Source: an optimization exercise on an open RTL-to-GDS flow (aim: small area, a short achievable clock period and few clock cycles per item). Production flows keep margins and buffers that such runs may drop.
Only simulation tests tie the RTL to the original design; equivalence was not proved.

==> run a: inputs <==
## dc25_mixer
module dc25_mixer (
    input  wire         clk,
    input  wire         rst,
    input  wire         start,
    input  wire [255:0] y,        
    input  wire [255:0] level,    
    input  wire [15:0]  route,    
    input  wire [31:0]  in_l,
    input  wire [31:0]  in_r,
    input  wire [31:0]  mix,
    output reg          done,
    output wire [31:0]  out_l,
    output wire [31:0]  out_r,
    output wire         nonfin
);
    localparam [31:0] ONE = 32'h3f800000;
    localparam [2:0] S_IDLE = 3'd0,
                     S_T    = 3'd1,    
                     S_LINE = 3'd2,    
                     S_PR   = 3'd3,    
                     S_QL   = 3'd4,    
                     S_QR   = 3'd5;    
    localparam G_T  = 0,    
               G_L  = 1,    
               G_R  = 2,    
               G_C  = 3,    
               G_PL = 4,    
               G_PR = 5,    
               G_QL = 6,    
               G_QR = 7;    
    reg [2:0]  state;
    reg [7:0]  mask;       
    reg [37:0] ma, mb;     
    reg        mh;         
    reg [7:0]  op1;        
    reg [31:0] c_l, c_r;   
    reg [7:0]  op2;        
    reg [31:0] t;          
    reg [31:0] reg_l, reg_r;   
    reg [3:0]  k_l, k_r;
    reg        div_r;      
    wire [7:0] act;
    genvar g;
    generate
        for (g = 0; g < 8; g = g + 1) begin : g_act
  ...
==> module dc25_mixer, before the edit <==
module dc25_mixer (
    input  wire         clk,
    input  wire         rst,
    input  wire         start,
    input  wire [255:0] y,        
    input  wire [255:0] level,    
    input  wire [15:0]  route,    
    input  wire [31:0]  in_l,
    input  wire [31:0]  in_r,
    input  wire [31:0]  mix,
    output reg          done,
    output wire [31:0]  out_l,
    output wire [31:0]  out_r,
    output wire         nonfin
);
    localparam [31:0] ONE = 32'h3f800000;
    localparam [2:0] S_IDLE = 3'd0,
                     S_T    = 3'd1,    
                     S_LINE = 3'd2,    
                     S_PR   = 3'd3,    
                     S_QL   = 3'd4,    
                     S_QR   = 3'd5;    
    localparam G_T  = 0,    
               G_L  = 1,    
               G_R  = 2,    
               G_C  = 3,    
               G_PL = 4,    
               G_PR = 5,    
               G_QL = 6,    
               G_QR = 7;    
    reg [2:0]  state;
    reg [7:0]  mask;       
    reg [37:0] ma, mb;     
    reg        mh;         
    reg [7:0]  op1;        
    reg [31:0] c_l, c_r;   
    reg [7:0]  op2;        
    reg [31:0] t;          
    reg [31:0] reg_l, reg_r;   
    reg [3:0]  k_l, k_r;
    reg        div_r;      
    wire [7:0] act;
    genvar g;
    generate
        for (g = 0; g < 8; g = g + 1) begin : g_act
            wire [31:0] lv = level[32*g +: 32];
            assign act[g] = !lv[31] && (lv[30:0] != 31'b0) &&
                            !((lv[30:23] == 8'hff) && (lv[22:0] != 23'b0));
        end
    endgenerate
    wire [7:0] avail = (state == S_IDLE) ? act : mask;
    wire [7:0] pick  = avail & ~(avail - 8'd1);
    wire       any   = (avail != 8'b0);
    reg [31:0] y_s, l_s;
    reg [1:0]  r_s;
    integer d;
    always @* begin
        y_s = 32'b0;
        l_s = 32'b0;
        r_s = 2'b0;
        for (d = 0; d < 8; d = d + 1) begin
            y_s = y_s | ({32{pick[d]}} & y[32*d +: 32]);
            l_s = l_s | ({32{pick[d]}} & level[32*d +: 32]);
            r_s = r_s | ({2{pick[d]}} & route[2*d +: 2]);
        end
    end
    wire [7:0] line_op = (r_s == 2'd1) ? (8'd1 << G_R) :
                         (r_s == 2'd2) ? (8'd1 << G_C) : (8'd1 << G_L);
    wire [31:0] div_a = div_r ? reg_r : reg_l;
    wire [3:0]  div_k = div_r ? k_r : k_l;
    wire [31:0] wet;
    fp_divk u_div (.a(div_a), .k(div_k), .y(wet));
    reg  [31:0] a_s, b_s;
    always @* begin
        case (state)
            S_IDLE, S_T: begin a_s = y_s;  b_s = l_s; end
            S_LINE:      begin a_s = any ? y_s : in_l; b_s = any ? l_s : t; end
            S_PR:        begin a_s = in_r; b_s = t;   end
            default:     begin a_s = (div_k != 4'd0) ? wet : 32'b0; b_s = mix; end
        endcase
    end
    wire [37:0] ua, ub;
    fp_unpack u_ua (.a(a_s), .u(ua));
    fp_unpack u_ub (.a(b_s), .u(ub));
    wire [31:0] prod;
    fp_mul u_mul (.ua(ma), .ub(mb), .half(mh), .y(prod));
    wire [31:0] sum_l, sum_r;
    fp_add u_addl (.a(reg_l), .b(c_l), .y(sum_l));
    fp_add u_addr (.a(reg_r), .b(c_r), .y(sum_r));
    assign out_l  = reg_l;
    assign out_r  = reg_r;
    assign nonfin = (reg_l[30:23] == 8'hff) || (reg_r[30:23] == 8'hff);
    always @(posedge clk) begin
        c_l <= prod;
        c_r <= prod;
        if (op2[G_T]) begin
            t     <= sum_l;
            reg_l <= 32'b0;
        end
        if (op2[G_L] || op2[G_C]) begin
            reg_l <= sum_l;
            k_l   <= k_l + 4'd1;
        end
        if (op2[G_R] || op2[G_C]) begin
            reg_r <= sum_r;
            k_r   <= k_r + 4'd1;
        end
        if (op2[G_PL])
            reg_l <= c_l;
        if (op2[G_PR])
            reg_r <= c_r;
        if (op2[G_QL])
            reg_l <= sum_l;
        if (op2[G_QR])
            reg_r <= sum_r;
        case (state)
            S_IDLE: if (start) begin
                ma    <= ua;
                mb    <= ub;
                mh    <= (r_s == 2'd2);
                mask  <= act & ~pick;
                t     <= mix;
                c_l   <= {~mix[31], mix[30:0]};
                reg_l <= ONE;
                reg_r <= 32'b0;
                k_l   <= 4'd0;
                k_r   <= 4'd0;
            end
            S_T, S_LINE: begin
                if (any) begin
                    ma   <= ua;
                    mb   <= ub;
                    mh   <= (r_s == 2'd2);
                    mask <= mask & ~pick;
                end else if (state == S_LINE) begin
                    ma <= ua;
                    mb <= ub;
                    mh <= 1'b0;
                end
            end
            S_PR, S_QL, S_QR: begin
                ma <= ua;
                mb <= ub;
            end
            default: ;
        endcase
        if (rst) begin
            state <= S_IDLE;
            div_r <= 1'b0;
            op1   <= 8'b0;
            op2   <= 8'b0;
            done  <= 1'b0;
        end else begin
            op2  <= op1;
            done <= op2[G_QR];
            op1  <= 8'b0;
            case (state)
                S_IDLE: if (start) begin
                    op1   <= any ? line_op : 8'b0;
                    op2   <= 8'd1 << G_T;
                    state <= S_T;
                end
                S_T: begin
                    if (any)
                        op1 <= line_op;
                    state <= S_LINE;
                end
                S_LINE: begin
                    if (any)
                        op1 <= line_op;
                    else begin
                        op1   <= 8'd1 << G_PL;
                        state <= S_PR;
                    end
                end
                S_PR: begin
                    op1   <= 8'd1 << G_PR;
                    state <= S_QL;
                end
                S_QL: begin
                    op1   <= 8'd1 << G_QL;
                    state <= S_QR;
                    div_r <= 1'b1;
                end
                S_QR: begin
                    op1   <= 8'd1 << G_QR;
                    state <= S_IDLE;
                    div_r <= 1'b0;
                end
                default: state <= S_IDLE;
            endcase
        end
    end
endmodule
==> module fp_add, before the edit <==
module fp_add (
    input  wire [31:0] a,
    input  wire [31:0] b,
    output reg  [31:0] y
);
    wire a_nan = (a[30:23] == 8'hff) && (a[22:0] != 0);
    wire b_nan = (b[30:23] == 8'hff) && (b[22:0] != 0);
    wire a_inf = (a[30:23] == 8'hff) && (a[22:0] == 0);
    wire b_inf = (b[30:23] == 8'hff) && (b[22:0] == 0);
    wire        swap = b[30:0] > a[30:0];
    wire [31:0] x = swap ? b : a;
    wire [31:0] z = swap ? a : b;
    wire        xs = (x[30:23] == 8'h00);
    wire        zs = (z[30:23] == 8'h00);
    wire [23:0] mx = {~xs, x[22:0]};
    wire [23:0] mz = {~zs, z[22:0]};
    wire [7:0]  ex = xs ? 8'd1 : x[30:23];
    wire [7:0]  ez = zs ? 8'd1 : z[30:23];
    wire [7:0]  d_ab = ((a[30:23] == 8'h00) ? 8'd1 : a[30:23]) - ((b[30:23] == 8'h00) ? 8'd1 : b[30:23]);
    wire [7:0]  d_ba = ((b[30:23] == 8'h00) ? 8'd1 : b[30:23]) - ((a[30:23] == 8'h00) ? 8'd1 : a[30:23]);
    wire [7:0]  d  = swap ? d_ba : d_ab;
    reg  [26:0] zal;
    always @* begin
        if (d >= 8'd27)
            zal = {26'b0, |mz};
        else
            zal = ({mz, 3'b0} >> d[4:0]) | {26'b0, |({mz, 3'b0} & ~({27{1'b1}} << d[4:0]))};
    end
    wire        sub = x[31] ^ z[31];
    wire [27:0] opx = {1'b0, mx, 3'b0};
    wire [27:0] opz = sub ? ~{1'b0, zal} : {1'b0, zal};
    wire [7:0]  b0  = {1'b0, opx[6:0]} + {1'b0, opz[6:0]} + {7'b0, sub};
    wire [7:0]  b1a = {1'b0, opx[13:7]} + {1'b0, opz[13:7]};
    wire [7:0]  b1b = {1'b0, opx[13:7]} + {1'b0, opz[13:7]} + 8'd1;
    wire [7:0]  b2a = {1'b0, opx[20:14]} + {1'b0, opz[20:14]};
    wire [7:0]  b2b = {1'b0, opx[20:14]} + {1'b0, opz[20:14]} + 8'd1;
    wire [7:0]  b3a = {1'b0, opx[27:21]} + {1'b0, opz[27:21]};
    wire [7:0]  b3b = {1'b0, opx[27:21]} + {1'b0, opz[27:21]} + 8'd1;
    wire        c1 = b0[7];
    wire [7:0]  b1 = c1 ? b1b : b1a;
    wire        c2 = b1[7];
    wire [7:0]  b2 = c2 ? b2b : b2a;
    wire        c3 = b2[7];
    wire [7:0]  b3 = c3 ? b3b : b3a;
    wire [27:0] s = {b3[6:0], b2[6:0], b1[6:0], b0[6:0]};
    wire [7:0]  lim = ex - 8'd1;
    wire [26:0] sm = s[26:0] | ((lim <= 8'd26) ? (27'h4000000 >> lim[4:0]) : 27'b0);
    reg  [4:0]  lz;
    integer i;
    always @* begin
        lz = 5'd0;
        for (i = 0; i < 27; i = i + 1)
            if (sm[i]) lz = 5'd26 - i[4:0];
    end
    wire [26:0] sl = s[26:0] << lz;
    wire [26:0] n  = s[27] ? {s[27:2], |s[1:0]} : sl;
    wire [8:0]  e  = s[27] ? {1'b0, ex} + 9'd1 : {1'b0, ex} - {4'b0, lz};
    wire        rnd = n[2] & (n[1] | n[0] | n[3]);
    wire [30:0] pk = {n[26] ? e[7:0] : 8'd0, n[25:3]};
    wire [7:0]  i0  = {1'b0, pk[6:0]} + {7'b0, rnd};
    wire [7:0]  i1a = {1'b0, pk[13:7]};
    wire [7:0]  i1b = {1'b0, pk[13:7]} + 8'd1;
    wire [7:0]  i2a = {1'b0, pk[20:14]};
    wire [7:0]  i2b = {1'b0, pk[20:14]} + 8'd1;
    wire [9:0]  i3a = pk[30:21];
    wire [9:0]  i3b = pk[30:21] + 10'd1;
    wire [7:0]  i1  = i0[7] ? i1b : i1a;
    wire [7:0]  i2  = i1[7] ? i2b : i2a;
    wire [9:0]  i3  = i2[7] ? i3b : i3a;
    wire [30:0] rounded = {i3[9:0], i2[6:0], i1[6:0], i0[6:0]};
    wire zero = (a[30:0] == b[30:0]) && (sub || (a[30:0] == 31'b0));
    wire ovf  = s[27] && (ex == 8'd254);
    always @* begin
        if (a_nan || b_nan || (a_inf && b_inf && (a[31] != b[31])))
            y = 32'h7fc00000;
        else if (a_inf)
            y = a;
        else if (b_inf)
            y = b;
        else if (zero)
            y = {a[31] & b[31], 31'b0};
        else if (ovf)
            y = {x[31], 8'hff, 23'b0};
        else
            y = {x[31], rounded};
    end
endmodule
clock: 24.0 ns
lec_check: 0
abc_area: 1
cap_margin: 20
core_margin: 2
core_utilization: 50
slew_margin: 20
run.sh (not shown) runs the stock make flow with config.mk's settings and CLKGATE_MAP_FILE= SYNTH_SCRIPT=/design/flow/synth_recipe.tcl, a recipe that flattens the netlist after the stock synthesis.
==> run b (differences from run a) <==
--- a/flow/design.v
+++ b/flow/design.v
@@ -336,5 +336,4 @@
     reg [31:0] reg_l, reg_r;   
     reg [3:0]  k_l, k_r;
-    reg        div_r;      
     wire [7:0] act;
     genvar g;
@@ -364,4 +363,5 @@
     wire [7:0] line_op = (r_s == 2'd1) ? (8'd1 << G_R) :
                          (r_s == 2'd2) ? (8'd1 << G_C) : (8'd1 << G_L);
+    wire        div_r = (state == S_QR);
     wire [31:0] div_a = div_r ? reg_r : reg_l;
     wire [3:0]  div_k = div_r ? k_r : k_l;
@@ -444,5 +444,4 @@
         if (rst) begin
             state <= S_IDLE;
-            div_r <= 1'b0;
             op1   <= 8'b0;
             op2   <= 8'b0;
@@ -478,10 +477,8 @@
                     op1   <= 8'd1 << G_QL;
                     state <= S_QR;
-                    div_r <= 1'b1;
                 end
                 S_QR: begin
                     op1   <= 8'd1 << G_QR;
                     state <= S_IDLE;
-                    div_r <= 1'b0;
                 end
                 default: state <= S_IDLE;
--- a/flow/config.mk
+++ b/flow/config.mk
@@ -9,4 +9,4 @@
 export CAP_MARGIN = 20
 export CORE_MARGIN = 2
-export CORE_UTILIZATION = 50
+export CORE_UTILIZATION = 40
 export SLEW_MARGIN = 20
==> run c (differences from run a) <==
--- a/flow/design.v
+++ b/flow/design.v
@@ -100,4 +100,5 @@
     wire [7:0]  ex = xs ? 8'd1 : x[30:23];
     wire [7:0]  ez = zs ? 8'd1 : z[30:23];
+    wire [7:0]  dxz = x[30:23] - z[30:23];
     wire [7:0]  d_ab = ((a[30:23] == 8'h00) ? 8'd1 : a[30:23]) - ((b[30:23] == 8'h00) ? 8'd1 : b[30:23]);
     wire [7:0]  d_ba = ((b[30:23] == 8'h00) ? 8'd1 : b[30:23]) - ((a[30:23] == 8'h00) ? 8'd1 : a[30:23]);
@@ -152,6 +153,4 @@
     wire [9:0]  i3  = i2[7] ? i3b : i3a;
     wire [30:0] rounded = {i3[9:0], i2[6:0], i1[6:0], i0[6:0]};
-    wire zero = (a[30:0] == b[30:0]) && (sub || (a[30:0] == 31'b0));
-    wire ovf  = s[27] && (ex == 8'd254);
     always @* begin
         if (a_nan || b_nan || (a_inf && b_inf && (a[31] != b[31])))
@@ -161,7 +160,7 @@
         else if (b_inf)
             y = b;
-        else if (zero)
+        else if (s == 28'b0)
             y = {a[31] & b[31], 31'b0};
-        else if (ovf)
+        else if (e >= 9'd255)
             y = {x[31], 8'hff, 23'b0};
         else
@@ -331,10 +330,9 @@
     reg        mh;         
     reg [7:0]  op1;        
-    reg [31:0] c_l, c_r;   
+    reg [31:0] c;          
     reg [7:0]  op2;        
     reg [31:0] t;          
     reg [31:0] reg_l, reg_r;   
     reg [3:0]  k_l, k_r;
-    reg        div_r;      
     wire [7:0] act;
     genvar g;
@@ -364,4 +362,5 @@
     wire [7:0] line_op = (r_s == 2'd1) ? (8'd1 << G_R) :
                          (r_s == 2'd2) ? (8'd1 << G_C) : (8'd1 << G_L);
+    wire        div_r = (state == S_QR);
     wire [31:0] div_a = div_r ? reg_r : reg_l;
     wire [3:0]  div_k = div_r ? k_r : k_l;
@@ -383,12 +382,11 @@
     fp_mul u_mul (.ua(ma), .ub(mb), .half(mh), .y(prod));
     wire [31:0] sum_l, sum_r;
-    fp_add u_addl (.a(reg_l), .b(c_l), .y(sum_l));
-    fp_add u_addr (.a(reg_r), .b(c_r), .y(sum_r));
+    fp_add u_addl (.a(reg_l), .b(c), .y(sum_l));
+    fp_add u_addr (.a(reg_r), .b(c), .y(sum_r));
     assign out_l  = reg_l;
     assign out_r  = reg_r;
     assign nonfin = (reg_l[30:23] == 8'hff) || (reg_r[30:23] == 8'hff);
     always @(posedge clk) begin
-        c_l <= prod;
-        c_r <= prod;
+        c <= prod;
         if (op2[G_T]) begin
             t     <= sum_l;
@@ -404,7 +402,7 @@
         end
         if (op2[G_PL])
-            reg_l <= c_l;
+            reg_l <= c;
         if (op2[G_PR])
-            reg_r <= c_r;
+            reg_r <= c;
         if (op2[G_QL])
             reg_l <= sum_l;
@@ -418,5 +416,5 @@
                 mask  <= act & ~pick;
                 t     <= mix;
-                c_l   <= {~mix[31], mix[30:0]};
+                c     <= {~mix[31], mix[30:0]};
                 reg_l <= ONE;
                 reg_r <= 32'b0;
@@ -444,5 +442,4 @@
         if (rst) begin
             state <= S_IDLE;
-            div_r <= 1'b0;
             op1   <= 8'b0;
             op2   <= 8'b0;
@@ -478,10 +475,8 @@
                     op1   <= 8'd1 << G_QL;
                     state <= S_QR;
-                    div_r <= 1'b1;
                 end
                 S_QR: begin
                     op1   <= 8'd1 << G_QR;
                     state <= S_IDLE;
-                    div_r <= 1'b0;
                 end
                 default: state <= S_IDLE;
--- a/flow/config.mk
+++ b/flow/config.mk
@@ -9,4 +9,4 @@
 export CAP_MARGIN = 20
 export CORE_MARGIN = 2
-export CORE_UTILIZATION = 50
+export CORE_UTILIZATION = 40
 export SLEW_MARGIN = 20
==> run d (differences from run a) <==
--- a/flow/config.mk
+++ b/flow/config.mk
@@ -9,4 +9,4 @@
 export CAP_MARGIN = 20
 export CORE_MARGIN = 2
-export CORE_UTILIZATION = 50
+export CORE_UTILIZATION = 40
 export SLEW_MARGIN = 20
==> results.cfg <==
[setup_path]
critical_path.startpoint_type = register

[outcome]
status = finished clean

[yosys]
synthCells = 11700

[floorplan]
die_area_mm2 = 0.147
[end of results for run a]
==> results.cfg <==
[setup_path]
endpoint = reg_r[0]
worstPathRequired_ns = 24.53
critical_path.top_delay_family = simple AND/OR/NAND/NOR gates
critical_path.startpoint_type = register

[detailed_routing]
drt.antenna.violating_nets = 0

[yosys]
synthCells = 11400
netlist_area_mm2 = 0.0683

[final_layout]
final.signal_buffer_count = 855

[outcome]
status = finished clean

[floorplan]
io-pin-count = 693
[end of results for run c]
==> results.cfg <==
[outcome]
status = finished clean

[setup_path]
critical_path.startpoint_type = primary input

[yosys]
synthCells = 11700
[end of results for run d]
==> results.cfg <==
[setup_path]
path_buf_inv = 12
critical_path.startpoint_type = primary input

[global_route]
antenna_found_initial = 34

[final_layout]
mostFrequentLayoutCells = nand2_1, inv_1, nand3_1

[floorplan]
die_area_mm2 = 0.178

[outcome]
status = finished clean
[end of results for run b]
Testbench counts of run a, summed over its fixed seeds: cycles 108,090, frames 8,000.
Testbench counts of run b, summed over its fixed seeds: cycles 108,090, frames 8,000.
Testbench counts of run c, summed over its fixed seeds: cycles 108,090, frames 8,000.
Testbench counts of run d, summed over its fixed seeds: cycles 108,090, frames 8,000.

separate check: timing with driven ports:
In the flow no input, the clock included, has a driving cell. The finished layouts below were timed again as built, in two steps. Step 1: set_driving_cell puts a clkbuf_16 on clk and a buf_2 on each other input, an assumption about the parent block. Step 2 also shifts input and output timing later by t, the mid clock arrival at the registers, as if the neighbouring blocks saw the same clock. a / b / c = ideal / step 1 / step 2; a / b = the first two.
run	t (ns)	setup slack, ns	slew at the worst register clock pin (ns)	cell pins on the clock port's net
run a	0.653	9.946 / 9.946 / 9.946	0.07 / 0.07	1
run b	0.639	9.868 / 9.917 / 9.277	0.08 / 0.08	1
run c	0.718	8.024 / 8.024 / 8.024	0.08 / 0.08	1
run d	0.700	10.717 / 10.794 / 10.094	0.09 / 0.09	1
After both steps every run listed still meets setup and hold. For run d, which loses most, drivers alone change the setup slack by +0.077 ns; drivers and shift together by -0.623 ns.
